This is an optimization exercise on Yosys and OpenROAD, whose aim is small area, not a production implementation.
Function was checked by simulation only, so behaviour that the tests miss may differ from the original.
No driver is modelled on the clock port, so clocking that relies on it looks cheaper here than on a real chip.
Power figures rest on the tool's default switching activity, not on a simulated workload.

--- flow/flow/run.sh ---
#!/bin/bash
# The standard layout (standard.sh) with these changes:
#  - synthesis maps the logic with an area-oriented ABC script (synth_area.tcl),
#    and leaves adders to ABC instead of mapping them to ha/fa cells first;
#    it maps the combinational submodule (ir_dur_class, no registers) on its
#    own (SYNTH_HIERARCHICAL 1), then flattens as the standard synthesis does,
#    so the registers are those of the standard synthesis;
#  - every port still gets its own buffer, a buf_1, except the constant
#    outputs, which share one tie cell (no pass-through buffers in synthesis,
#    no tie fanout repair);
#  - the clock tree is built by clock_tree.tcl before CTS (a root clkbuf_4
#    and ten clkbuf_8 leaves over balanced clusters of flip-flops), and
#    clock_tree_synthesis, given only the clock port's net, leaves it as is.
# Each tool's full output goes to orfs/logs/ as in the standard flow; make's
# output goes to standard.log.
set -euo pipefail
export FLOW_SYNTH_TCL=$PWD/synth_recipe.tcl
export AREA_ABC_SCRIPT=$PWD/flow/area.abc
bash standard.sh \
  SYNTH_SCRIPT=$PWD/flow/synth_area.tcl ADDER_MAP_FILE= SYNTH_INSBUF=0 SYNTH_HIERARCHICAL=1 SKIP_REPAIR_TIE_FANOUT=1 \
  'BUFFER_PORTS_ARGS=-buffer_cell sky130_fd_sc_hd__buf_1' \
  PRE_CTS_TCL=$PWD/flow/clock_tree.tcl \
  'CTS_ARGS=-clk_nets clk -dont_use_dummy_load -buf_list sky130_fd_sc_hd__clkbuf_8' \
  finish > standard.log 2>&1
--- flow/flow/area.abc ---
&get -n
&st
&deepsyn -J 100 -T 300
&nf -R 1000 -p
&put
topo
--- flow/flow/clock_tree.tcl ---
# Clock tree for the PRE_CTS hook: the clock port drives one root buffer, which
# drives NLEAF leaf buffers, each at the centre of a cluster of flip-flops of
# at most ceil(sinks / NLEAF) members (capacity-limited k-means on placement).
# No register gets a deliberately later or earlier clock than the others.
# Build a two-level clock tree: the clock port drives NLEAF leaf buffers
# (LEAFBUF), each placed at the centre of a cluster of flip-flops.
proc build_clock_tree {nleaf leafbuf rootbuf} {
  set block [ord::get_db_block]
  set db [ord::get_db]
  set clknet [$block findNet clk]
  # sinks: every ITerm on the clk net except the port's
  set sinks {}
  foreach it [$clknet getITerms] { lappend sinks $it }
  # positions
  set pts {}
  foreach it $sinks {
    set inst [$it getInst]
    set bb [$inst getBBox]
    lappend pts [list $it [expr {([$bb xMin]+[$bb xMax])/2}] [expr {([$bb yMin]+[$bb yMax])/2}]]
  }
  # k-means, initial centres spread along sorted x+y
  set sorted [lsort -real -index 1 $pts]
  set n [llength $sorted]
  set cent {}
  for {set k 0} {$k < $nleaf} {incr k} {
    set p [lindex $sorted [expr {int(($k + 0.5) * $n / $nleaf)}]]
    lappend cent [list [lindex $p 1] [lindex $p 2]]
  }
  set cap [expr {int(ceil(double($n) / $nleaf))}]
  for {set iter 0} {$iter < 20} {incr iter} {
    # capacity-limited assignment: closest (point, centre) pairs first
    set pairs {}
    set i 0
    foreach p $pts {
      for {set k 0} {$k < $nleaf} {incr k} {
        set c [lindex $cent $k]
        lappend pairs [list $i $k [expr {abs([lindex $p 1]-[lindex $c 0]) + abs([lindex $p 2]-[lindex $c 1])}]]
      }
      incr i
    }
    set pairs [lsort -real -index 2 $pairs]
    set assign [lrepeat $n -1]
    set cnt [lrepeat $nleaf 0]
    foreach pr $pairs {
      lassign $pr i k d
      if {[lindex $assign $i] >= 0} continue
      if {[lindex $cnt $k] >= $cap} continue
      lset assign $i $k
      lset cnt $k [expr {[lindex $cnt $k] + 1}]
    }
    set sx [lrepeat $nleaf 0.0]; set sy [lrepeat $nleaf 0.0]
    set i 0
    foreach p $pts {
      set k [lindex $assign $i]
      lset sx $k [expr {[lindex $sx $k] + [lindex $p 1]}]
      lset sy $k [expr {[lindex $sy $k] + [lindex $p 2]}]
      incr i
    }
    for {set k 0} {$k < $nleaf} {incr k} {
      if {[lindex $cnt $k] > 0} {
        lset cent $k [list [expr {[lindex $sx $k]/[lindex $cnt $k]}] [expr {[lindex $sy $k]/[lindex $cnt $k]}]]
      }
    }
  }
  puts "clock tree clusters: $cnt"
  set lm [$db findMaster $leafbuf]
  set rootnet $clknet
  if {$rootbuf ne ""} {
    set rm [$db findMaster $rootbuf]
    set rinst [odb::dbInst_create $block $rm clkroot_buf]
    set rnet [odb::dbNet_create $block clkroot_net]
    $rnet setSigType CLOCK
    # place root at the mean of the centres
    set mx 0; set my 0
    foreach c $cent { set mx [expr {$mx + [lindex $c 0]}]; set my [expr {$my + [lindex $c 1]}] }
    $rinst setLocation [expr {int($mx/$nleaf)}] [expr {int($my/$nleaf)}]
    $rinst setPlacementStatus PLACED
    [$rinst findITerm A] connect $clknet
    [$rinst findITerm X] connect $rnet
    set rootnet $rnet
  }
  for {set k 0} {$k < $nleaf} {incr k} {
    set inst [odb::dbInst_create $block $lm clkleaf_buf_$k]
    set net [odb::dbNet_create $block clkleaf_net_$k]
    $net setSigType CLOCK
    set c [lindex $cent $k]
    $inst setLocation [expr {int([lindex $c 0])}] [expr {int([lindex $c 1])}]
    $inst setPlacementStatus PLACED
    [$inst findITerm A] connect $rootnet
    [$inst findITerm X] connect $net
  }
  set i 0
  foreach p $pts {
    set it [lindex $p 0]
    set k [lindex $assign $i]
    $it disconnect
    $it connect [$block findNet clkleaf_net_$k]
    incr i
  }
}

build_clock_tree 10 sky130_fd_sc_hd__clkbuf_8 sky130_fd_sc_hd__clkbuf_4
set_propagated_clock [all_clocks]
--- flow/flow/synth_area.tcl ---
# The standard synthesis (synth_recipe.tcl) with one change: the final ABC
# mapping of the combinational logic uses an area-oriented script. Everything
# before it, and so every register, is the same as in the standard synthesis.
proc abc {args} {
  set i [lsearch -exact $args -script]
  if {$i >= 0} { lset args [expr {$i + 1}] $::env(AREA_ABC_SCRIPT) }
  yosys abc {*}$args
}
source $::env(FLOW_SYNTH_TCL)
--- flow/standard.sh ---
#!/bin/bash
# synth_recipe.tcl (not shown) runs the flow's synth.tcl, then flattens the netlist and writes it again
# the make line also repeats each setting of config.mk as NAME=value (left out here)
make -C /OpenROAD-flow-scripts/flow DESIGN_CONFIG=/design/flow/config.mk WORK_HOME=/design/flow/orfs CLKGATE_MAP_FILE= SYNTH_SCRIPT=/design/flow/synth_recipe.tcl "${@:-finish}"
--- flow/config.mk ---
export PLATFORM = sky130hd
export DESIGN_NAME = ircore_rx
export DESIGN_NICKNAME = ircore_rx
export VERILOG_FILES = /design/flow/design.v
export SDC_FILE = /design/flow/constraint.sdc
export NUM_CORES = 4
export LEC_CHECK = 0
export CAP_MARGIN = 0
export CORE_MARGIN = 2
export CORE_UTILIZATION = 70
export SLEW_MARGIN = 0
--- flow/constraint.sdc ---
create_clock -name core_clock -period 10.0 [get_ports {clk}]
set_input_delay 2.0000 -clock core_clock [delete_from_list [all_inputs] [get_ports {clk}]]
set_output_delay 2.0000 -clock core_clock [all_outputs]
set_load 0.01 [all_outputs]
--- flow/design.v ---
module ircore_rx (
    input  wire        clk,
    input  wire        rst,             
    input  wire        set_mode,        
    input  wire [1:0]  mode_in,         
    input  wire        edge_valid,      
    input  wire [31:0] edge_ts,         
    input  wire        fire,            
    output wire        busy,
    output wire [1:0]  rx_mode,
    output wire [6:0]  rx_index,
    output wire        frame_active,
    output wire [3:0]  rx_result,
    output wire [31:0] rx_msg,
    output wire [31:0] rx_msg_count,
    output wire [31:0] rx_fail_count
);
    localparam [1:0] MODE_IDLE = 2'd0, MODE_NEC = 2'd1, MODE_RC6 = 2'd2;
    localparam [2:0] RES_NEC = 3'd1, RES_RC6 = 3'd2, RES_PM = 3'd3,
                     RES_MS  = 3'd4, RES_CF  = 3'd5, RES_UM = 3'd6;
    localparam [1:0] F_OK = 2'd0,    
                     F_LT = 2'd1,    
                     F_PM = 2'd2,    
                     F_MS = 2'd3;    
    reg [1:0]  mode_q;
    reg [6:0]  index_q;
    reg [2:0]  result_q;
    reg [1:0]  msg_hi_q;    
    reg [15:0] msg_lo_q;    
    reg [31:0] msg_cnt_q;
    reg [31:0] fail_cnt_q;
    reg [31:0] prev_q;      
    reg [1:0]  stat_q;      
    reg [4:0]  k_q;         
    reg [15:0] r_q;         
    reg        s_q;         
    reg        half_q;      
    assign busy          = 1'b0;
    assign rx_mode       = mode_q;
    assign rx_index      = index_q;
    assign frame_active  = |index_q;
    assign rx_result     = {1'b0, result_q};
    assign rx_msg        = {msg_hi_q, 14'd0, msg_lo_q};
    assign rx_msg_count  = msg_cnt_q;
    assign rx_fail_count = fail_cnt_q;
    wire is_nec = mode_q[0];
    wire [6:0] cap = is_nec ? 7'd67 : 7'd28;
    wire do_mode = set_mode && (mode_in != 2'd3);
    wire do_fire = !set_mode && fire && (index_q != 7'd0);
    wire do_edge = !set_mode && !fire && edge_valid &&
                   (mode_q[0] || mode_q[1]) && (index_q < cap);
    wire [14:0] cy;
    wire [13:0] pn = ~prev_q[13:0];
    assign cy[0] = 1'b1;
    genvar j;
    generate
        for (j = 0; j < 14; j = j + 1) begin : g_sub
            assign cy[j+1] = (edge_ts[j] & pn[j]) | (cy[j] & (edge_ts[j] ^ pn[j]));
        end
    endgenerate
    wire [13:0] d = edge_ts[13:0] ^ pn ^ cy[13:0];
    wire [17:0] ha = edge_ts[31:14];
    wire [17:0] hb = ~prev_q[31:14];
    wire [17:0] hz = {ha[16:0] | hb[16:0], cy[14]};
    wire        sm = ~|(ha ^ hb ^ hz);
    wire u1, u2, u3, u4, ugap;
    wire nec_h1_ok, nec_h2_ok, nec_mark_ok, nec_bit, rc6_h1_ok, rc6_h2_ok;
    ir_dur_class u_class (
        .d(d), .sm(sm),
        .u1(u1), .u2(u2), .u3(u3), .u4(u4), .ugap(ugap),
        .nec_h1_ok(nec_h1_ok), .nec_h2_ok(nec_h2_ok),
        .nec_mark_ok(nec_mark_ok), .nec_bit(nec_bit),
        .rc6_h1_ok(rc6_h1_ok), .rc6_h2_ok(rc6_h2_ok));
    wire [6:0] i  = index_q;
    wire       i1 = (i == 7'd1);
    wire       i2 = (i == 7'd2);
    wire       i3 = (i == 7'd3);
    wire nec_hdr_bad  = i1 ? !nec_h1_ok : !nec_h2_ok;
    wire nec_mark_bad = !nec_mark_ok;
    wire rc6_hdr_bad = i1 ? !rc6_h1_ok : i2 ? !rc6_h2_ok : !u1;
    wire w2     = (k_q < 5'd4);
    wire pw2  = (k_q != 5'd0) && (k_q <= 5'd4);
    wire u_pww  = pw2 ? (w2 ? u4 : u3) : (w2 ? u3 : u2);
    wire u_pw   = pw2 ? u2 : u1;
    wire u_w    = w2 ? u2 : u1;
    wire bits_ph = (k_q < 5'd20);
    wire tl1_ph  = (k_q == 5'd20) && !s_q;
    wire done_ph = (k_q == 5'd22);
    reg       f_ok;
    reg [2:0] f_code;
    always @(*) begin
        f_ok   = 1'b0;
        f_code = RES_MS;
        if (is_nec) begin
            if (index_q < 7'd3 || stat_q == F_PM)       f_code = RES_PM;
            else if (index_q != 7'd67 || stat_q == F_MS) f_code = RES_MS;
            else if (stat_q == F_LT)                    f_code = RES_CF;
            else begin f_ok = 1'b1; f_code = RES_NEC; end
        end else begin
            if (index_q < 7'd4 || stat_q == F_PM)       f_code = RES_PM;
            else if (stat_q == F_MS || bits_ph)         f_code = RES_MS;
            else if (stat_q == F_LT)                    f_code = RES_UM;
            else begin f_ok = 1'b1; f_code = RES_RC6; end
        end
    end
    always @(posedge clk) begin
        if (rst) begin
            mode_q     <= MODE_IDLE;
            index_q    <= 7'd0;
            result_q   <= 3'd0;
            msg_hi_q   <= 2'd0;
            msg_lo_q   <= 16'd0;
        end else if (do_mode) begin
            mode_q  <= mode_in;
            index_q <= 7'd0;
        end else if (do_fire) begin
            index_q  <= 7'd0;
            result_q <= f_code;
            if (f_ok) begin
                msg_hi_q  <= is_nec ? 2'b01 : 2'b10;
                msg_lo_q  <= r_q;
            end
        end else if (do_edge) begin
            index_q <= index_q + 7'd1;
        end
    end
    wire [32:0] mc, fc;
    assign mc[0] = do_fire &&  f_ok;
    assign fc[0] = do_fire && !f_ok;
    generate
        for (j = 0; j < 32; j = j + 1) begin : g_cnt
            assign mc[j+1] = mc[j] & msg_cnt_q[j];
            assign fc[j+1] = fc[j] & fail_cnt_q[j];
        end
    endgenerate
    always @(posedge clk) begin
        if (rst) begin
            msg_cnt_q  <= 32'd0;
            fail_cnt_q <= 32'd0;
        end else begin
            msg_cnt_q  <= msg_cnt_q  ^ mc[31:0];
            fail_cnt_q <= fail_cnt_q ^ fc[31:0];
        end
    end
    always @(posedge clk) begin
        if (do_edge) begin
            prev_q <= edge_ts;
            if (i == 7'd0) begin
                stat_q <= F_OK;
                k_q    <= 5'd0;
                s_q    <= 1'b1;
                half_q <= 1'b0;
            end else if (is_nec) begin
                if (i1 || i2) begin
                    if (nec_hdr_bad) stat_q <= F_PM;
                end else if (i[0]) begin
                    if (nec_mark_bad && stat_q != F_PM) stat_q <= F_MS;
                end else begin
                    k_q <= k_q + 5'd1;
                    if (!k_q[3]) begin
                        r_q <= {r_q[14:0], nec_bit};
                    end else begin
                        r_q[7:0] <= {r_q[6:0], r_q[7]};
                        if (nec_bit == r_q[7] && stat_q == F_OK) stat_q <= F_LT;
                    end
                end
            end else begin
                if (i1 || i2 || i3) begin
                    if (rc6_hdr_bad) stat_q <= F_PM;
                end else if (!stat_q[1] && !done_ph) begin
                    if (bits_ph) begin
                        if (!half_q && u_pw) begin
                            half_q <= 1'b1;
                        end else if (half_q ? u_w : u_pww) begin
                            if (!half_q) s_q <= ~s_q;
                            half_q <= 1'b0;
                            k_q    <= k_q + 5'd1;
                            if (k_q < 5'd3) begin
                                if (half_q ? s_q : ~s_q) stat_q <= F_LT;
                            end
                            if (k_q >= 5'd4)
                                r_q <= {r_q[14:0], half_q ? s_q : ~s_q};
                        end else begin
                            stat_q <= F_MS;
                        end
                    end else if (tl1_ph) begin
                        if (u1) k_q <= 5'd21;
                        else    stat_q <= F_MS;
                    end else begin
                        if (ugap) k_q <= 5'd22;
                        else      stat_q <= F_MS;
                    end
                end
            end
        end
    end
endmodule
module ir_dur_class (
    input  wire [13:0] d,
    input  wire        sm,
    output wire        u1, u2, u3, u4,    
    output wire        ugap,              
    output wire        nec_h1_ok,         
    output wire        nec_h2_ok,         
    output wire        nec_mark_ok,       
    output wire        nec_bit,           
    output wire        rc6_h1_ok,         
    output wire        rc6_h2_ok          
);
    assign u1   = sm && d >= 14'd222  && d < 14'd666;
    assign u2   = sm && d >= 14'd666  && d < 14'd1110;
    assign u3   = sm && d >= 14'd1110 && d < 14'd1554;
    assign u4   = sm && d >= 14'd1554 && d < 14'd1998;
    assign ugap = sm && (d < 14'd222 || (d >= 14'd2442 && d < 14'd3330));
    assign nec_h1_ok   = sm && d >= 14'd8000 && d < 14'd10000;
    assign nec_h2_ok   = sm && d >= 14'd3500 && d < 14'd5500;
    assign nec_mark_ok = sm && d >= 14'd250  && d < 14'd850;
    assign nec_bit     = !(sm && d <= 14'd1100);
    assign rc6_h1_ok = sm && d > 14'd2220 && d < 14'd3108;
    assign rc6_h2_ok = sm && d > 14'd444  && d < 14'd1332;
endmodule
==> results of run 1 <==
[Yosys stat by module (local to each module, per instance)]
| module | area, um2 | copies in the design |
|---|---|---|
| ircore_rx | 6272 | 1 |
| ir_dur_class | 430.4 | 1 |
[flip-flops by register name, indices dropped and copies added, names as in the netlist]
register	cells
msg_lo_q	16
fail_cnt_q	32
mode_q	2
index_q	7
result_q	3
r_q	16
stat_q	2
msg_hi_q	2
s_q	1
k_q	5
msg_cnt_q	32
half_q	1
prev_q	32
[power groups by stage]
stage               logic [mW]  registers, mW  clock network, mW
finish                  0.0884          0.641              0.269
global route            0.0983          0.642              0.295
CTS                     0.0866          0.641              0.273
detailed placement      0.0862          0.655                  0
global placement        0.0845          0.655                  0
floorplan               0.0573          0.655                  0
[critical path: cells and delay by family]
family                   cells  cell delay [ns]
AO/OA/AOI/OAI               18             3.60
AND/OR/NAND/NOR             15             2.03
buffers and inverters        3             0.43
adder cells (fa/ha/maj)      1             0.39
[stage by stage]
step / setup slack, ns / cell area [um2]
after global routing: 0.7469 / 7551
after detailed placement: 1.231 / 7406
after global placement: 1.633 / 7406
after CTS: 1.834 / 7551
final: 1.786 / 7551
after floorplan: 1.876 / 6703
[logic make-up after synthesis]
family,share of synthesized area
compound gates,0.1762
xor+xnor,0.04965
fa+ha+maj,0.001493
buf+inv,0.01064
flops,0.5361
mux,0.004853
other cells,0.0005595
simple gates,0.2205
[final cells by class]
| class | instances | area [um2] |
|---|---|---|
| Sequential cell | 151 | 3593 |
| Inverter | 19 | 71.32 |
| Fill cell | 600 | 1733 |
| Buffer | 11 | 145.1 |
| Multi-Input combinational cell | 507 | 3049 |
| Timing Repair Buffer | 137 | 530.5 |
| Tap cell | 129 | 161.4 |
[metal layers]
metal  track usage  part of all wire  vias up
met5             0                 0        -
met4       0.07282             0.022        0
met3       0.05404             0.079       36
met2        0.5020              0.49      266
met1        0.3784              0.41     2670
li1              -                 -     2808
[cell usage in the layout (no fill, tap or decap), types with 3 or more instances in the layout]
master / instances
nor4b_1: 5
a21oi_1: 68
buf_4: 4
edfxtp_1: 57
and2_0: 27
a221oi_1: 3
buf_1: 132
o22ai_1: 3
nor3_1: 58
o31ai_1: 3
nand2b_1: 18
o21ai_0: 23
o21a_1: 25
a2111oi_0: 5
nor2b_1: 21
xor2_1: 17
clkinv_1: 19
nand3b_1: 3
a31oi_1: 5
a22o_1: 17
o21bai_1: 3
a211oi_1: 4
nor4_1: 4
dfxtp_1: 94
and3_1: 28
a21o_1: 3
nand2_1: 27
o41ai_1: 3
xnor2_1: 21
clkbuf_8: 10
nand4_1: 5
o2111ai_1: 4
nor2_1: 68
nand3_1: 7
[final timing paths]
kind / slack (ns) / to / cells after the start
max: 1.79 / r_q[11]$_DFFE_PP_ / 37
min: 0.45 / fail_cnt_q[31]$_SDFF_PP0_ / 1
max reg2reg: 2.92 / r_q[11]$_DFFE_PP_ / 36
min reg2reg: 0.45 / fail_cnt_q[31]$_SDFF_PP0_ / 1
==> flow_summary.yaml, run 1 <==
status:
  status: "finished clean"
critical_path:
  cp_slowest_stage_delay_ns: 0.44
  crit_type: "input pin to flop"
  start_kind: "input pin"
  startpoint: "edge_ts[1]"
  worstPathArrival_ns: 8.46
  cp-end-kind: "flop"
  cp_max_fo: 9
  crit_required_ns: 10.25
  cp_common_cell: "a21oi_1"
  worst_path_max_delay_cell: "and2_0"
  timing.rr.start: "prev_q[0]$_DFFE_PP_"
yosys:
  ys_async_sr_fraction: 0
  avgSynthCellArea_um2: 9.901
  ys_types: 52
  netlist_instances: 677
  synth_top_cell_area_share: 0.2808
  synth_most_common_cell: "dfxtp_1"
  syn-num-nets: 716
  synthFlopType: "dfxtp_1"
  netlist_area_mm2: 0.006703
  yosys_register_bits: 151
  ys_top_cells_by_area: "dfxtp_1, edfxtp_1, a21oi_1, nor3_1, nor2_1"
  synth_edf_count: 57
  synth_largest_area_cell: "dfxtp_1"
  synthTopCellsByCount: "dfxtp_1, a21oi_1, nor2_1"
  ys_seq_area_frac: 0.5361
  yosys_warnings: 7
floorplanning:
  ios: 150
  die_x_um: 101.9
  fp.coreArea_mm2: 0.009284
  die-area_mm2: 0.01037
  die_h_um: 101.9
  rows: 35
  initial_utilization: 0.7220
grt:
  grt_usage: 0.2897
  antenna_found_initial: 0
  gr-total-overflow: 0
  grt_pass1_vias: 5500
  grt_max_degree: 72
  grt_pass1_wl_um: 25030
route:
  ant_nets: 0
  post_drt_via_cell_ratio: 6.059
  first_pass_iters: 5
  via_count: 5780
  dr.first_iter.drc_count: 362
  drt_wl_total_um: 15260
  drcViolationCount: 0
  wl_per_cell_um: 15.99
pwr:
  vdd_drop_max_uv: 134.5
  netSwitchingFraction: 0.2396
  finalPower_mw: 0.9988
  pwr-share-seq: 0.642
  clock_power_share: 0.269
  combPwrFrac: 0.088
  powerDensity_mw_per_mm2: 132.3
  p_sw_mw: 0.2393
  internal_power_mw: 0.7594
  leakagePower_nw: 2.578
finish:
  antenna_cells: 0
  area_growth_pct: 12.66
  fin_nets: 866
  final_cells: 954
  drive_gt1_frac: 0.02182
  final_core_util: 0.8133
cts:
  post_cts_resize_count: 0
  cts_hold_buf: 0
  clk_latency_ns: 0.54
  postCtsSetupBuffers: 0
  clk_pin_slew_ns: 0.09
sta:
  fin_skew_ns: 0.02154
  final-setup-viol-count: 0
  finalCriticalPeriod_ns: 8.214
  max_freq_mhz: 121.7
  grt_setup_unrepaired: "no"
  whs_ns: 0.4546
  tightestPinTransition_ns: 1.264
  finalMaxSlewViolations: 0
  timing.final.crit_share: 0.8214
  hold_viol: 0
  finalSetupTns_ns: 0
  slew_headroom: 0.1540
place:
  gp_congestion: 0.9661
  hpwl_um: 10960
  io_buffers: 133
  dp_cells: 943
worst_hold_path:
  hp-class: "flop to flop"
  min-delay-start: "fail_cnt_q[31]$_SDFF_PP0_"
flow_run:
  drv_cap: 0
==> run 2: changes to the inputs <==
--- a/flow/flow/clock_tree.tcl
+++ b/flow/flow/clock_tree.tcl
@@ -100,4 +100,4 @@
 }
 
-build_clock_tree 10 sky130_fd_sc_hd__clkbuf_8 sky130_fd_sc_hd__clkbuf_4
+build_clock_tree 9 sky130_fd_sc_hd__clkbuf_8 sky130_fd_sc_hd__clkbuf_4
 set_propagated_clock [all_clocks]
==> run 2 against run 1 <==
  * Wire length is 1.0% higher
  * Largest power group unchanged
  * Total power shrank 0.50%
  * Critical path depth is the same
  * Utilization down 0.15 points
  * Clock skew grew 0.0048 ns
  * Via count is 0.17% higher
  * Area after synthesis stayed put
  * Sequential share of layout area is 0.087 points higher
  * Combinational power hardly changed
==> flow_summary.yaml, run 2 <==
route:
  first_pass_iters: 5
  drt_wl_total_um: 15410
  ant_nets: 0
  via_count: 5790
  wl_per_cell_um: 16.17
  post_drt_via_cell_ratio: 6.076
  dr.first_iter.drc_count: 338
  drcViolationCount: 0
sta:
  slew_headroom: 0.2205
  finalSetupTns_ns: 0
  hold_viol: 0
  finalCriticalPeriod_ns: 8.233
  final-setup-viol-count: 0
  timing.final.crit_share: 0.8233
  grt_setup_unrepaired: "no"
  fin_skew_ns: 0.02637
  tightestPinTransition_ns: 1.163
  max_freq_mhz: 121.5
  finalMaxSlewViolations: 0
yosys:
  synth_top_cell_area_share: 0.2808
  syn-num-nets: 716
  netlist_instances: 677
  yosys_warnings: 7
  synth_edf_count: 57
  synth.area.mux_share: 0.004853
  synthFlopType: "dfxtp_1"
  ys_types: 52
  ys_seq_area_frac: 0.5361
  ys_top_cells_by_area: "dfxtp_1, edfxtp_1, a21oi_1, nor3_1, nor2_1"
  synthTopCellsByCount: "dfxtp_1, a21oi_1, nor2_1"
  synth_xor_area_frac: 0.04965
  synth_most_common_cell: "dfxtp_1"
  synthAdderAreaFrac: 0.001493
  synthSimpleGateAreaFrac: 0.2205
  synth_compound_area_frac: 0.1762
  netlist_area_mm2: 0.006703
  avgSynthCellArea_um2: 9.901
  ys_async_sr_fraction: 0
  yosys_register_bits: 151
  synth_largest_area_cell: "dfxtp_1"
  synth_top_family_by_area: "simple AND/OR/NAND/NOR gates"
finish:
  top_regs: "fail_cnt_q: 32 flops, msg_cnt_q: 32 flops, prev_q: 32 flops"
  final_cells: 953
  fin_nets: 865
  antenna_cells: 0
  drive_gt1_frac: 0.02063
  area_growth_pct: 12.45
  final_common_cell: "buf_1"
  final_cell_mix: "buf_1, dfxtp_1, a21oi_1, nor2_1, nor3_1"
floorplanning:
  die-area_mm2: 0.01037
  ios: 150
  fp.coreArea_mm2: 0.009284
  die_h_um: 101.9
  die_x_um: 101.9
  initial_utilization: 0.7220
  rows: 35
critical_path:
  cp-end-kind: "flop"
  worstPathArrival_ns: 8.46
  reg2reg_depth: 36
  cp_common_cell: "a21oi_1"
  r2r_end: "r_q[13]$_DFFE_PP_"
  crit_cells: 37
  cp_max_fo: 9
  reg2reg_slack_ns: 2.93
  start_kind: "input pin"
  cp_slowest_stage_delay_ns: 0.44
  cpLargestDelayFamily: "compound AO/OA/AOI/OAI gates"
  crit_type: "input pin to flop"
  worst_path_max_delay_cell: "and2_0"
  path_buf_inv: 3
  crit_required_ns: 10.22
  timing.rr.start: "prev_q[0]$_DFFE_PP_"
place:
  io_buffers: 133
  dp_cells: 943
  gp_congestion: 0.9661
  hpwl_um: 10960
status:
  status: "finished clean"
pwr:
  powerDensity_mw_per_mm2: 131.8
  vdd_drop_max_uv: 135.1
  leakagePower_nw: 2.571
flow_run:
  drv_cap: 0
grt:
  grt_usage: 0.2941
  grt_pass1_wl_um: 25450
  antenna_found_initial: 0
  grt_max_degree: 72
  grt_pass1_vias: 5520
  gr-total-overflow: 0
worst_hold_path:
  hold_end: "fail_cnt_q[31]$_SDFF_PP0_"
  hold-path-cell-count: 1
  hp-class: "flop to flop"
  min-delay-start: "fail_cnt_q[31]$_SDFF_PP0_"
cts:
  cts_hold_buf: 0
  postCtsSetupBuffers: 0
  clk_latency_ns: 0.53
  clk_pin_slew_ns: 0.09
  post_cts_resize_count: 0
==> run 2: cell counts after synthesis <==
Identical to the previous run, type by type.
==> run 2: cell type report <==
| type | instances | area, um2 |
|---|---|---|
| inverters | 19 | 71.32 |
| multi-input cells | 507 | 3049 |
| well taps | 129 | 161.4 |
| flip-flops and latches | 151 | 3593 |
| repair buffers | 137 | 530.5 |
| plain buffers | 10 | 131.4 |
| fillers | 599 | 1747 |
==> run 2: kinds of logic after synthesis <==
kind of cell	after synthesis
DFF	151
buffers and inverters	19
and+or+nand+nor	282
adders and majority gates	1
other	1
xor gates and xnor gates	38
muxes	3
AOI/OAI and AO/OA	182
==> run 2: metal layers <==
| layer | track usage | routed length (um) | share of wire | vias up |
|---|---|---|---|---|
| li1 | - | - | - | 2800 |
| met1 | 0.3817 | 6376 | 0.41 | 2705 |
| met2 | 0.5223 | 7651 | 0.50 | 244 |
| met3 | 0.04446 | 1025 | 0.066 | 41 |
| met4 | 0.06872 | 361 | 0.023 | 0 |
| met5 | 0 | 0 | 0 | - |
==> run 2: how the worst max path moves through the flow <==
stage,end,slack (ns),start
global placement,r_q[11]$_DFFE_PP_,1.63,edge_ts[0]
global route,r_q[12]$_DFFE_PP_,0.71,edge_ts[1]
CTS,r_q[12]$_DFFE_PP_,1.81,edge_ts[1]
finish,r_q[13]$_DFFE_PP_,1.77,edge_ts[1]
detailed placement,r_q[11]$_DFFE_PP_,1.23,edge_ts[1]
floorplan,r_q[10]$_DFFE_PP_,1.88,edge_ts[0]
==> run 2: where the power goes <==
group / internal (mW) / switching, mW
sequential: 0.638 / 0.00322
clock: 0.0848 / 0.179
combinational: 0.0283 / 0.0602
==> run 2: stage by stage <==
step	instance area [um2]	power [mW]	setup slack, ns	utilization	hold slack [ns]
2_1_floorplan	6703	0.7124	1.876	-	0.4268
3_3_place_gp	7406	0.7397	1.633	0.7977	0.4328
3_5_place_dp	7406	0.7415	1.231	0.7977	0.4431
4_1_cts	7537	0.9968	1.809	0.8119	0.4565
5_1_grt	7537	1.030	0.7086	0.8119	0.4828
6_report	7537	0.9937	1.767	0.8119	0.4534
==> run 2: Yosys stat by module, one instance, submodules excluded <==
module | area [um2] | flip-flops and latches
ircore_rx | 6272 | 151
ir_dur_class | 430.4 | 0
==> run 3: changes to the inputs <==
--- a/flow/design.v
+++ b/flow/design.v
@@ -86,5 +86,15 @@
     wire bits_ph = (k_q < 5'd20);
     wire tl1_ph  = (k_q == 5'd20) && !s_q;
-    wire done_ph = (k_q == 5'd22);
+    wire done_ph = (k_q == 5'd22) || (k_q == 5'd21 && s_q);
+    wire rc6_live = !stat_q[1] && !done_ph && (i > 7'd3);
+    wire k_inc = is_nec ? (i > 7'd3 && !i[0]) :
+                 rc6_live && (bits_ph ? (half_q ? u_w : u_pww) :
+                              tl1_ph  ? u1 : ugap);
+    always @(posedge clk) begin
+        if (do_edge && i == 7'd0)
+            k_q <= 5'd0;
+        else
+            k_q <= k_q + {4'd0, do_edge && k_inc};
+    end
     reg       f_ok;
     reg [2:0] f_code;
@@ -148,5 +158,4 @@
             if (i == 7'd0) begin
                 stat_q <= F_OK;
-                k_q    <= 5'd0;
                 s_q    <= 1'b1;
                 half_q <= 1'b0;
@@ -157,5 +166,4 @@
                     if (nec_mark_bad && stat_q != F_PM) stat_q <= F_MS;
                 end else begin
-                    k_q <= k_q + 5'd1;
                     if (!k_q[3]) begin
                         r_q <= {r_q[14:0], nec_bit};
@@ -175,5 +183,4 @@
                             if (!half_q) s_q <= ~s_q;
                             half_q <= 1'b0;
-                            k_q    <= k_q + 5'd1;
                             if (k_q < 5'd3) begin
                                 if (half_q ? s_q : ~s_q) stat_q <= F_LT;
@@ -185,9 +192,7 @@
                         end
                     end else if (tl1_ph) begin
-                        if (u1) k_q <= 5'd21;
-                        else    stat_q <= F_MS;
+                        if (!u1) stat_q <= F_MS;
                     end else begin
-                        if (ugap) k_q <= 5'd22;
-                        else      stat_q <= F_MS;
+                        if (!ugap) stat_q <= F_MS;
                     end
                 end
--- a/flow/flow/clock_tree.tcl
+++ b/flow/flow/clock_tree.tcl
@@ -100,4 +100,4 @@
 }
 
-build_clock_tree 9 sky130_fd_sc_hd__clkbuf_8 sky130_fd_sc_hd__clkbuf_4
+build_clock_tree 10 sky130_fd_sc_hd__clkbuf_8 sky130_fd_sc_hd__clkbuf_4
 set_propagated_clock [all_clocks]
==> run 3 against run 2 <==
  * Critical endpoint is now r_q[15]$_DFFE_PP_
  * First-iteration DRC count is 13% higher
  * Still clean
  * Synthesized cell count is 1.2% higher
  * Hold slack better by 0.0087 ns
  * Final area hardly changed
  * Utilization is 0.37 points higher
  * Worst setup slack worse by 0.24 ns
==> flow_summary.yaml, run 3 <==
status:
  status: "finished clean"
floorplanning:
  die-area_mm2: 0.01034
  ios: 150
  rows: 35
  fp.coreArea_mm2: 0.009240
  die_h_um: 101.7
  die_x_um: 101.7
  initial_utilization: 0.7231
place:
  io_buffers: 133
  dp_cells: 951
  place_area_mm2: 0.007391
  place_ws_ns: 1.108
  hpwl_um: 10870
  gp_congestion: 0.9600
critical_path:
  reg2reg_depth: 40
  cp_common_cell: "nor2_1"
  crit_required_ns: 10.24
  cp_slowest_stage_delay_ns: 0.39
  cp_max_fo: 9
  worst_path_max_delay_cell: "maj3_1"
  cp-end-kind: "flop"
  startpoint: "edge_ts[0]"
  crit_type: "input pin to flop"
  worstPathArrival_ns: 8.71
  timing.rr.start: "prev_q[0]$_DFFE_PP_"
  start_kind: "input pin"
  worstSetupEndpoint: "r_q[15]$_DFFE_PP_"
  r2r_end: "r_q[15]$_DFFE_PP_"
  reg2reg_slack_ns: 2.64
yosys:
  yosys_warnings: 7
  synth_top_cell_area_share: 0.2966
  ys_top_cells_by_area: "dfxtp_1, edfxtp_1, a21oi_1, nor3_1, xnor2_1"
  synth_edf_count: 52
  ys_async_sr_fraction: 0
  yosys_register_bits: 151
  synth_most_common_cell: "dfxtp_1"
  netlist_instances: 685
  ys_types: 48
  ys_seq_area_frac: 0.5303
  syn-num-nets: 724
  synthTopCellsByCount: "dfxtp_1, a21oi_1, nor2_1"
  synth_largest_area_cell: "dfxtp_1"
  avgSynthCellArea_um2: 9.754
  synthFlopType: "dfxtp_1"
  netlist_area_mm2: 0.006681
sta:
  tightestPinTransition_ns: 1.112
  max_freq_mhz: 118.0
  final.setup.worst_slack_ns: 1.529
  final-setup-viol-count: 0
  fin_skew_ns: 0.01355
  finalSetupTns_ns: 0
  hold_viol: 0
  finalMaxSlewViolations: 0
  grt_setup_unrepaired: "no"
  slew_headroom: 0.2572
  timing.final.crit_share: 0.8471
  finalCriticalPeriod_ns: 8.471
route:
  wl_per_cell_um: 15.48
  via_count: 5735
  first_pass_iters: 5
  drt_wl_total_um: 14900
  drcViolationCount: 0
  dr.first_iter.drc_count: 381
  post_drt_via_cell_ratio: 5.962
  ant_nets: 0
finish:
  final_common_cell: "buf_1"
  fin_nets: 874
  antenna_cells: 0
  final_cell_mix: "buf_1, dfxtp_1, a21oi_1"
  drive_gt1_frac: 0.02041
  area_growth_pct: 12.79
  regArea_mm2: 0.003543
  fillers: 607
  design_area_mm2: 0.007536
  final_cells: 962
  multi_input_area_mm2: 0.003058
  top_regs: "fail_cnt_q: 32 flops, msg_cnt_q: 32 flops, prev_q: 32 flops"
cts:
  clk_pin_slew_ns: 0.10
  postCtsSetupBuffers: 0
  post_cts_resize_count: 0
  cts_hold_buf: 0
  clk_latency_ns: 0.53
worst_hold_path:
  hp-class: "flop to flop"
grt:
  grt_max_degree: 72
  grt_pass1_wl_um: 24100
  antenna_found_initial: 0
  grt_usage: 0.2786
  grt_pass1_vias: 5365
  gr-total-overflow: 0
pwr:
  leakagePower_nw: 2.559
  vdd_drop_max_uv: 119.0
  powerDensity_mw_per_mm2: 134.8
flow_run:
  drv_cap: 0
run 3: cell types whose count changed in the layout (fill, tap and decap cells not counted), moves of 4 or more:
cell,before,now
clkinv_1,19,26
nor2_1,68,61
xnor2_1,21,27
dfxtp_1,94,99
edfxtp_1,57,52
nor2b_1,21,26
xor2_1,17,13
run 3: routing by layer:
layer,vias to the layer above,global-route usage,share of wire
li1,2815,-,-
met1,2669,0.3496,0.41
met2,221,0.4929,0.49
met3,30,0.06004,0.076
met4,0,0.06445,0.022
met5,-,0,0
run 3: per-module statistics from Yosys, one instance, submodules excluded:
| module | area (um2) | copies in the design |
|---|---|---|
| ir_dur_class | 430.4 | 1 |
| ircore_rx | 6251 | 1 |
run 3: worst max-delay path: cells and delay by family:
kind                       cells  cell delay [ns]
AOI/OAI and AO/OA             19             3.78
and+or+nand+nor               18             1.97
buffers and inverters          3             0.55
adders and majority gates      1             0.39
run 3: per-stage QoR:
step	power, mW	utilization	hold WS [ns]
6_report	1.016	0.8156	0.4621
5_1_grt	1.050	0.8156	0.4638
4_1_cts	1.016	0.8156	0.4639
3_5_place_dp	0.7556	0.7999	0.4394
3_3_place_gp	0.7521	0.7999	0.4363
2_1_floorplan	0.7235	-	0.4268
run 3: final cells by class:
type | instances | share of cell area
plain buffers | 11 | 0.01926
repair buffers | 137 | 0.07040
flip-flops and latches | 151 | 0.4702
well taps | 129 | 0.02142
multi-input cells | 508 | 0.4058
inverters | 26 | 0.01295
run 3: how the worst min path moves through the flow:
stage,startpoint,endpoint,slack [ns],cells past startpoint
3_5_place_dp,r_q[11]$_DFFE_PP_,r_q[12]$_DFFE_PP_,0.44,0
4_1_cts,fail_cnt_q[31]$_SDFF_PP0_,fail_cnt_q[31]$_SDFF_PP0_,0.46,1
2_1_floorplan,r_q[9]$_DFFE_PP_,r_q[10]$_DFFE_PP_,0.43,0
3_3_place_gp,msg_cnt_q[31]$_SDFF_PP0_,msg_cnt_q[31]$_SDFF_PP0_,0.44,1
6_report,fail_cnt_q[31]$_SDFF_PP0_,fail_cnt_q[31]$_SDFF_PP0_,0.46,1
5_1_grt,r_q[11]$_DFFE_PP_,r_q[12]$_DFFE_PP_,0.46,0
run 3: logic make-up after synthesis:
logic type / share of synthesized area
xor gates and xnor gates: 0.05244
adders and majority gates: 0.001498
other: 0.0005613
muxes: 0.001685
AOI/OAI and AO/OA: 0.1809
DFF: 0.5303
buffers and inverters: 0.01461
and+or+nand+nor: 0.2180
run 3: power breakdown:
part / internal [mW] / total [mW] / switching (mW)
registers: 0.636 / 0.641 / 0.00456
clock network: 0.0930 / 0.271 / 0.178
logic: 0.0345 / 0.104 / 0.0695
total: 0.764 / 1.02 / 0.252
==> run 4: changes to the inputs <==
--- a/flow/flow/run.sh
+++ b/flow/flow/run.sh
@@ -10,5 +10,5 @@
 #    no tie fanout repair);
 #  - the clock tree is built by clock_tree.tcl before CTS (a root clkbuf_4
-#    and ten clkbuf_8 leaves over balanced clusters of flip-flops), and
+#    and ten buf_6 leaves over balanced clusters of flip-flops), and
 #    clock_tree_synthesis, given only the clock port's net, leaves it as is.
 # Each tool's full output goes to orfs/logs/ as in the standard flow; make's
--- a/flow/flow/clock_tree.tcl
+++ b/flow/flow/clock_tree.tcl
@@ -100,4 +100,4 @@
 }
 
-build_clock_tree 10 sky130_fd_sc_hd__clkbuf_8 sky130_fd_sc_hd__clkbuf_4
+build_clock_tree 10 sky130_fd_sc_hd__buf_6 sky130_fd_sc_hd__clkbuf_4
 set_propagated_clock [all_clocks]
==> run 4 against run 3 <==
  * Still clean
  * Critical path depth is the same
  * Die area is the same
  * Flip-flop and latch count is the same
  * Hold slack gained 0.0035 ns
  * Area after synthesis is the same
==> flow_summary.yaml, run 4 <==
place:
  io_buffers: 133
  place_area_mm2: 0.007391
  dp_cells: 951
  gp_congestion: 0.9600
  hpwl_um: 10870
pwr:
  vdd_drop_max_uv: 131.9
  leakagePower_nw: 2.548
  powerDensity_mw_per_mm2: 134.1
route:
  post_drt_via_cell_ratio: 5.999
  drt_wl_total_um: 14890
  dr.first_iter.drc_count: 368
  drcViolationCount: 0
  via_count: 5771
  first_pass_iters: 7
  ant_nets: 0
  wl_per_cell_um: 15.48
status:
  status: "finished clean"
grt:
  grt_usage: 0.2780
  gr-total-overflow: 0
  grt_pass1_wl_um: 24060
  grt_pass1_vias: 5380
  grt_max_degree: 72
  antenna_found_initial: 0
worst_hold_path:
  min-delay-start: "fail_cnt_q[31]$_SDFF_PP0_"
  hp-class: "flop to flop"
yosys:
  synth.area.mux_share: 0.001685
  ys_types: 48
  synth_largest_area_cell: "dfxtp_1"
  yosys_register_bits: 151
  netlist_area_mm2: 0.006681
  ys_top_cells_by_area: "dfxtp_1, edfxtp_1, a21oi_1, nor3_1, xnor2_1"
  synth_top_family_by_area: "simple AND/OR/NAND/NOR gates"
  yosys_warnings: 7
  synth_compound_area_frac: 0.1809
  synthTopCellsByCount: "dfxtp_1, a21oi_1, nor2_1"
  synthAdderAreaFrac: 0.001498
  ys_async_sr_fraction: 0
  synth_most_common_cell: "dfxtp_1"
  synthSimpleGateAreaFrac: 0.2180
  syn-num-nets: 724
  synth_edf_count: 52
  ys_seq_area_frac: 0.5303
  synth_top_cell_area_share: 0.2966
  netlist_instances: 685
  synth_xor_area_frac: 0.05243
  synthFlopType: "dfxtp_1"
  avgSynthCellArea_um2: 9.754
sta:
  fin_skew_ns: 0.01736
  final-setup-viol-count: 0
  hold_viol: 0
  grt_setup_unrepaired: "no"
  timing.final.crit_share: 0.8461
  finalMaxSlewViolations: 0
  slew_headroom: 0.2476
  max_freq_mhz: 118.2
  tightestPinTransition_ns: 1.126
  finalCriticalPeriod_ns: 8.461
  finalSetupTns_ns: 0
  whs_ns: 0.4656
finish:
  final_cells: 962
  design_area_mm2: 0.007511
  top_regs: "fail_cnt_q: 32 flops, msg_cnt_q: 32 flops, prev_q: 32 flops"
  regArea_mm2: 0.003543
  area_growth_pct: 12.42
  fillers: 615
  fin_nets: 874
  multi_input_area_mm2: 0.003058
  final_common_cell: "buf_1"
  final_cell_mix: "buf_1, dfxtp_1, a21oi_1"
  drive_gt1_frac: 0.02041
  antenna_cells: 0
critical_path:
  cp_common_cell: "nor2_1"
  worst_path_max_delay_cell: "maj3_1"
  timing.rr.start: "prev_q[0]$_DFFE_PP_"
  reg2reg_slack_ns: 2.66
  cp-end-kind: "flop"
  start_kind: "input pin"
  crit_type: "input pin to flop"
  cp_slowest_stage_delay_ns: 0.39
  r2r_end: "r_q[15]$_DFFE_PP_"
  cp_max_fo: 9
  crit_required_ns: 10.22
  worstSetupEndpoint: "r_q[15]$_DFFE_PP_"
  worstPathArrival_ns: 8.69
  startpoint: "edge_ts[0]"
  reg2reg_depth: 40
flow_run:
  drv_cap: 0
floorplanning:
  rows: 35
  initial_utilization: 0.7231
  die_h_um: 101.7
  die-area_mm2: 0.01034
  ios: 150
  die_x_um: 101.7
  fp.coreArea_mm2: 0.009240
cts:
  post_cts_resize_count: 0
  clk_pin_slew_ns: 0.11
  cts_hold_buf: 0
  clk_latency_ns: 0.52
  postCtsSetupBuffers: 0
## run 4: critical path: cells and delay by family
kind / cells / cell delay, ns
compound gates: 19 / 3.77
simple gates: 18 / 1.95
buf+inv: 3 / 0.56
fa+ha+maj: 1 / 0.39
## run 4: kinds of logic after synthesis
| logic type | Yosys count |
|---|---|
| AO/OA/AOI/OAI | 187 |
| XOR/XNOR | 40 |
| adder cells (fa/ha/maj) | 1 |
| other | 1 |
| multiplexers | 1 |
| flip-flops | 151 |
| buffers and inverters | 26 |
| AND/OR/NAND/NOR | 278 |
## run 4: worst min-delay path by stage
stage / slack, ns / cells after the start / endpoint
after floorplan: 0.43 / 0 / r_q[10]$_DFFE_PP_
after global placement: 0.44 / 1 / msg_cnt_q[31]$_SDFF_PP0_
after detailed placement: 0.44 / 0 / r_q[12]$_DFFE_PP_
after CTS: 0.47 / 1 / fail_cnt_q[31]$_SDFF_PP0_
after global routing: 0.46 / 0 / r_q[12]$_DFFE_PP_
final: 0.47 / 1 / fail_cnt_q[31]$_SDFF_PP0_
## run 4: report_power, final
group	total, mW	leakage (nW)	internal [mW]	switching [mW]
clock network	0.262	0.0651	0.0809	0.181
logic	0.104	1.22	0.0345	0.0697
registers	0.641	1.27	0.636	0.00471
total	1.01	2.55	0.752	0.256
## run 4: final cells by class
type                            instances  share of cell area
Inverter                               26             0.01299
Multi-Input combinational cell        508              0.4071
Sequential cell                       151              0.4718
Timing Repair Buffer                  137             0.07063
Tap cell                              129             0.02149
Buffer                                 11             0.01599
## run 4: stage by stage
step	worst slack (ns)	utilization	total power [mW]
6_report	1.539	0.8129	1.007
5_1_grt	0.5650	0.8129	1.043
4_1_cts	1.630	0.8129	1.009
3_5_place_dp	1.108	0.7999	0.7556
3_3_place_gp	1.503	0.7999	0.7521
2_1_floorplan	1.271	-	0.7235
## run 4: layer usage
metal	up-vias	wire length [um]	track usage	part of all wire
met5	-	0	0	0
met4	0	298	0.06965	0.020
met3	31	1101	0.06142	0.074
met2	211	7280	0.4848	0.49
met1	2706	6208	0.3518	0.42
li1	2823	-	-	-
## run 4: modules after synthesis, one instance, submodules excluded
module	flops+latches	cell area [um2]	cells inside	copies in the design
ir_dur_class	0	430.4	73	1
ircore_rx	151	6251	612	1
==> run 5: changes to the inputs <==
--- a/flow/flow/clock_tree.tcl
+++ b/flow/flow/clock_tree.tcl
@@ -3,6 +3,7 @@
 # at most ceil(sinks / NLEAF) members (capacity-limited k-means on placement).
 # No register gets a deliberately later or earlier clock than the others.
-# Build a two-level clock tree: the clock port drives NLEAF leaf buffers
-# (LEAFBUF), each placed at the centre of a cluster of flip-flops.
+# build_clock_tree: the clock port drives one ROOTBUF (or, with ROOTBUF empty,
+# the NLEAF leaf buffers directly); each LEAFBUF sits at the centre of its
+# cluster of flip-flops.
 proc build_clock_tree {nleaf leafbuf rootbuf} {
   set block [ord::get_db_block]
==> run 5 against run 4 <==
  * Critical path depth unchanged
  * Still clean on timing, DRC and antenna
  * Clock power hardly changed
  * Sequential share of layout area is the same
  * Final area unchanged
==> flow_summary.yaml, run 5 <==
status:
  status: "finished clean"
worst_hold_path:
  hp-class: "flop to flop"
  hold-path-cell-count: 1
  min-delay-start: "fail_cnt_q[31]$_SDFF_PP0_"
  hold_end: "fail_cnt_q[31]$_SDFF_PP0_"
grt:
  grt_max_degree: 72
  grt_pass1_vias: 5380
  grt_usage: 0.2780
  antenna_found_initial: 0
  grt_pass1_wl_um: 24060
  gr-total-overflow: 0
route:
  first_pass_iters: 7
  via_count: 5771
  wl_per_cell_um: 15.48
  ant_nets: 0
  drt_wl_total_um: 14890
  drcViolationCount: 0
  dr.first_iter.drc_count: 368
  post_drt_via_cell_ratio: 5.999
finish:
  design_area_mm2: 0.007511
  final_cells: 962
  final_cell_mix: "buf_1, dfxtp_1, a21oi_1"
  drive_gt1_frac: 0.02041
  area_growth_pct: 12.42
  fillers: 615
  final_common_cell: "buf_1"
  antenna_cells: 0
  final_core_util: 0.8129
  fin_nets: 874
  top_regs: "fail_cnt_q: 32 flops, msg_cnt_q: 32 flops, prev_q: 32 flops"
sta:
  hold_viol: 0
  grt_setup_unrepaired: "no"
  max_freq_mhz: 118.2
  slew_headroom: 0.2476
  final-setup-viol-count: 0
  tightestPinTransition_ns: 1.126
  timing.final.crit_share: 0.8461
  fin_skew_ns: 0.01736
  finalCriticalPeriod_ns: 8.461
  finalSetupTns_ns: 0
  finalMaxSlewViolations: 0
yosys:
  synth_largest_area_cell: "dfxtp_1"
  yosys_warnings: 7
  syn-num-nets: 724
  ys_top_cells_by_area: "dfxtp_1, edfxtp_1, a21oi_1, nor3_1, xnor2_1"
  synth_most_common_cell: "dfxtp_1"
  synthTopCellsByCount: "dfxtp_1, a21oi_1, nor2_1"
  synthFlopType: "dfxtp_1"
  ys_seq_area_frac: 0.5303
  netlist_area_mm2: 0.006681
  avgSynthCellArea_um2: 9.754
  ys_types: 48
  synth_top_cell_area_share: 0.2966
  synth_edf_count: 52
  netlist_instances: 685
  yosys_register_bits: 151
  ys_async_sr_fraction: 0
cts:
  post_cts_resize_count: 0
  postCtsSetupBuffers: 0
  clk_pin_slew_ns: 0.11
  cts_hold_buf: 0
  clk_latency_ns: 0.52
critical_path:
  cp_slowest_stage_delay_ns: 0.39
  cpLargestDelayFamily: "compound AO/OA/AOI/OAI gates"
  timing.rr.start: "prev_q[0]$_DFFE_PP_"
  crit_type: "input pin to flop"
  r2r_end: "r_q[15]$_DFFE_PP_"
  cp-end-kind: "flop"
  worstPathArrival_ns: 8.69
  reg2reg_slack_ns: 2.66
  reg2reg_depth: 40
  worst_path_max_delay_cell: "maj3_1"
  start_kind: "input pin"
  path_buf_inv: 3
  cp_common_cell: "nor2_1"
  crit_required_ns: 10.22
  cp_max_fo: 9
pwr:
  vdd_drop_max_uv: 131.9
  p_sw_mw: 0.2555
  leakagePower_nw: 2.548
  netSwitchingFraction: 0.2537
  pwr-share-seq: 0.636
  powerDensity_mw_per_mm2: 134.1
  clock_power_share: 0.260
  internal_power_mw: 0.7516
  combPwrFrac: 0.103
floorplanning:
  initial_utilization: 0.7231
  ios: 150
  die_h_um: 101.7
  rows: 35
  die-area_mm2: 0.01034
  fp.coreArea_mm2: 0.009240
  die_x_um: 101.7
place:
  io_buffers: 133
  place_area_mm2: 0.007391
  dp_cells: 951
  gp_congestion: 0.9600
  hpwl_um: 10870
flow_run:
  drv_cap: 0
run 5: cell counts in the layout (fill, tap and decap cells not counted):
No cell type changed its count.
run 5: how the worst max path moves through the flow:
stage / start / to / slack, ns / cells after the start
after detailed placement: edge_ts[0] / r_q[15]$_DFFE_PP_ / 1.11 / 41
after floorplan: edge_ts[0] / r_q[10]$_DFFE_PP_ / 1.27 / 38
after CTS: edge_ts[0] / r_q[15]$_DFFE_PP_ / 1.63 / 41
final: edge_ts[0] / r_q[15]$_DFFE_PP_ / 1.54 / 41
after global routing: edge_ts[1] / r_q[11]$_DFFE_PP_ / 0.57 / 41
after global placement: edge_ts[0] / r_q[15]$_DFFE_PP_ / 1.50 / 41
run 5: power groups by stage:
stage / Combinational [mW] / Sequential (mW) / Clock [mW]
finish: 0.104 / 0.641 / 0.262
global placement: 0.0979 / 0.654 / 0
global route: 0.115 / 0.641 / 0.287
detailed placement: 0.101 / 0.655 / 0
floorplan: 0.0697 / 0.654 / 0
CTS: 0.102 / 0.641 / 0.266
run 5: kinds of logic after synthesis:
kind of cell | count (synthesis) | synth area share
AO/OA/AOI/OAI | 187 | 0.1809
multiplexers | 1 | 0.001685
flip-flops | 151 | 0.5303
AND/OR/NAND/NOR | 278 | 0.2180
adder cells (fa/ha/maj) | 1 | 0.001498
buffers and inverters | 26 | 0.01461
XOR/XNOR | 40 | 0.05244
other | 1 | 0.0005613
run 5: final cells by class:
cell class | count | area (um2) | share of cell area
well taps | 129 | 161.4 | 0.02149
flip-flops and latches | 151 | 3543 | 0.4718
repair buffers | 137 | 530.5 | 0.07063
multi-input cells | 508 | 3058 | 0.4071
plain buffers | 11 | 120.1 | 0.01599
inverters | 26 | 97.59 | 0.01299
run 5: through the flow:
stage	setup slack (ns)	hold slack, ns	total power [mW]
final	1.539	0.4656	1.007
after global placement	1.503	0.4363	0.7521
after global routing	0.5650	0.4641	1.043
after CTS	1.630	0.4650	1.009
after floorplan	1.271	0.4268	0.7235
after detailed placement	1.108	0.4394	0.7556
run 5: routing by layer:
metal	share of wire	wire length [um]	track usage	vias up
met5	0	0	0	-
met3	0.074	1101	0.06142	31
met1	0.42	6208	0.3518	2706
li1	-	-	-	2823
met2	0.49	7280	0.4848	211
met4	0.020	298	0.06965	0
run 5: Yosys stat by module, one instance, submodules excluded:
module,flip-flops and latches,area [um2]
ircore_rx,151,6251
ir_dur_class,0,430.4

==> afterwards: timing with drivers on the ports <==
Ports are ideal in the flow. The routed layouts listed here were re-timed in OpenROAD. Step 1 sets driving cells, clkbuf_16 on the clock port and buf_2 on the other inputs (assumed; they add their load-dependent delay and slew). Step 2 adds t to the input delays and takes it off the output delays; t is the mean of the earliest and latest rising clock arrival at the registers after step 1. Input paths then give back, and output paths get back, about the clock's delay inside the block. Three values: ideal, step 1, step 2; two values: the first two.
run | t (ns) | setup WS [ns] | slew at the worst register clock pin (ns) | worst slew at a driven data input, ns | cell pins on the clock port's net
run 1 | 0.561 | 1.786 / 1.798 / 1.237 | 0.11 / 0.11 | 0.04 | 1
run 2 | 0.544 | 1.767 / 1.776 / 1.232 | 0.13 / 0.13 | 0.04 | 1
run 3 | 0.559 | 1.529 / 1.538 / 0.979 | 0.10 / 0.10 | 0.04 | 1
run 4 | 0.541 | 1.539 / 1.548 / 1.007 | 0.11 / 0.11 | 0.04 | 1
run 5 | 0.541 | 1.539 / 1.548 / 1.007 | 0.11 / 0.11 | 0.04 | 1
After both steps setup and hold are still met in every run listed. For run 3, which loses most, drivers alone change the setup slack by +0.009 ns; drivers and shift together by -0.550 ns.
